What follows belongs to an exercise in optimizing a design on an open flow for small area; a production flow would make more cautious choices.
In this exercise RTL edits were held to simulation tests only and were not proved equivalent to the original.
Power is estimated from default activity; no workload was simulated. No driver is modelled on the clock port, so clocking that relies on it looks cheaper here than on a real chip.

== tundra ==
## hb_decim
module hb_decim (
    input  wire        clk,
    input  wire        rst,       
    input  wire        vin,
    input  wire [31:0] x,         
    output wire        vout,
    output wire [31:0] y          
);
make LEC_CHECK=0 CAP_MARGIN=20 CORE_MARGIN=2 CORE_UTILIZATION=55 CTS_BUF_LIST=sky130_fd_sc_hd__clkbuf_16 CTS_CLUSTER_DIAMETER=100 CTS_CLUSTER_SIZE=30 SLEW_MARGIN=20 SYNTH_HIERARCHICAL=1 finish   # period 20.0 ns
run.sh (not shown) runs the stock make flow with config.mk's settings and CLKGATE_MAP_FILE= SYNTH_SCRIPT=/design/flow/synth_recipe.tcl, a recipe that flattens the netlist after the stock synthesis.
--- input diff tundra..harbor ---
Settings: CTS_CLUSTER_SIZE no longer set, was 30; CORE_UTILIZATION now 65, was 55; CTS_CLUSTER_DIAMETER no longer set, was 100; CTS_BUF_LIST no longer set, was sky130_fd_sc_hd__clkbuf_16.
==> flow/flow/run.sh (new file) <==
#!/bin/bash
# The standard layout (standard.sh: the ORFS flow, standard synthesis),
# with two ORFS variables set: the clock tree is built from clkbuf_16 leaf
# clusters of up to 33 sinks within 80 um and without dummy loads, and the
# port buffers use the smallest buffer cell.
set -e
export CTS_ARGS="-sink_clustering_enable -repair_clock_nets -dont_use_dummy_load -sink_clustering_size 33 -sink_clustering_max_diameter 80 -buf_list sky130_fd_sc_hd__clkbuf_16"
export BUFFER_PORTS_ARGS="-buffer_cell sky130_fd_sc_hd__buf_1"
bash standard.sh > standard.log 2>&1
==> flow/standard.sh (new file) <==
#!/bin/bash
# synth_recipe.tcl (not shown) runs the flow's synth.tcl, then flattens the netlist and writes it again
# the make line also repeats each setting of config.mk as NAME=value (left out here)
make -C /OpenROAD-flow-scripts/flow DESIGN_CONFIG=/design/flow/config.mk WORK_HOME=/design/flow/orfs CLKGATE_MAP_FILE= SYNTH_SCRIPT=/design/flow/synth_recipe.tcl "${@:-finish}"
removed: flow/run.sh
Results
harbor: full flow OK, the timing, design-rule and antenna checks passed
Delta(via count of the first global-routing pass, harbor - tundra) < 0
Compared with tundra, harbor shows post-layout minimum cycle time lower by 310 ps.
Against tundra, harbor comes in 40 ps higher on maximum cell stage delay along the critical path.
What tundra reported for number of instances in the placed design has to be multiplied by 0.948 to get the figure for harbor.
Across both runs, non-clock buffer count was lower for harbor than for tundra.
As far as area occupied by multi-input gates is concerned, harbor and tundra perform about the same.
Comparing TritonCTS buffer count for harbor and tundra, the bigger number came from tundra.
Clock network fraction of total power in harbor vs tundra: down 1.3 points
Relative to tundra, final worst-path cycle share decreased by 1.6 points in harbor.
Combinational share of power essentially unchanged between harbor and tundra.
Input changes introduced in yarrow (baseline for comparison: harbor):
Settings: a change of CORE_UTILIZATION from 65 to 55.
==> flow/flow/run.sh <==
#!/bin/bash
# The standard layout (standard.sh: the ORFS flow, standard synthesis),
# with two ORFS variables set: the clock tree is built from clkbuf_16 leaf
# clusters of up to 30 sinks within 100 um and without dummy loads, and the
# port buffers use the smallest buffer cell.
set -e
export CTS_ARGS="-sink_clustering_enable -repair_clock_nets -dont_use_dummy_load -sink_clustering_size 30 -sink_clustering_max_diameter 100 -buf_list sky130_fd_sc_hd__clkbuf_16"
export BUFFER_PORTS_ARGS="-buffer_cell sky130_fd_sc_hd__buf_1"
bash standard.sh > standard.log 2>&1
==> summary.txt <==
Global-route usage sits lower in yarrow than in harbor. yarrow vs. harbor: average via count per standard cell lower; average wire length per cell after detail routing higher; power higher; reported clock group power roughly the same.
Edits applied to the flow inputs when going from yarrow to indigo:
Settings: swapping 55 for 60 in CORE_UTILIZATION; putting CTS_CLUSTER_SIZE at 20 where nothing was set; putting CTS_BUF_LIST at sky130_fd_sc_hd__clkbuf_8 where nothing was set.
==> flow/run.sh (new file) <==
#!/bin/bash
# synth_recipe.tcl (not shown) runs the flow's synth.tcl, then flattens the netlist and writes it again
# the make line also repeats each setting of config.mk as NAME=value (left out here)
make -C /OpenROAD-flow-scripts/flow DESIGN_CONFIG=/design/flow/config.mk WORK_HOME=/design/flow/orfs CLKGATE_MAP_FILE= SYNTH_SCRIPT=/design/flow/synth_recipe.tcl finish
removed: flow/flow/run.sh
removed: flow/standard.sh
Notes after the runs:
As of indigo, layout clock buffer count had risen by more than 100% compared to yarrow.
Post-synthesis instance area essentially unchanged between yarrow and indigo.
Compared with yarrow, in indigo number of vias after detailed routing grew by about 5%; global-route met3 utilization higher.

## static timing again, ports no longer ideal
In the flow no input, the clock included, has a driving cell. The finished layouts below were timed again as built, in two steps. Step 1 sets driving cells, clkbuf_16 on the clock port and buf_2 on the other inputs (assumed; they add their load-dependent delay and slew). Step 2 adds t to the input delays and takes it off the output delays; t is the mean of the earliest and latest rising clock arrival at the registers after step 1. Input paths then give back, and output paths get back, about the clock's delay inside the block. Three values: ideal ports, drivers, drivers and shift; two values: the first two.
| run | shift t [ns] | setup WS [ns] | worst setup path after step 2 | worst register clock-pin slew, ns | worst data-port slew with drivers (ns) |
|---|---|---|---|---|---|
| tundra | 0.739 | 1.496 / 1.496 / 0.876 | input to register | 0.11 / 0.11 | 0.04 |
| harbor | 0.654 | 1.808 / 1.808 / 1.490 | input to register | 0.12 / 0.12 | 0.04 |
| yarrow | 0.703 | 1.615 / 1.615 / 1.294 | input to register | 0.11 / 0.11 | 0.03 |
| indigo | 0.899 | 1.607 / 1.607 / 0.998 | input to register | 0.08 / 0.08 | 0.04 |
After both steps every run listed still meets setup and hold. The setup slack of tundra, which loses most, moves by 0.000 ns with the drivers and by -0.620 ns with both steps.
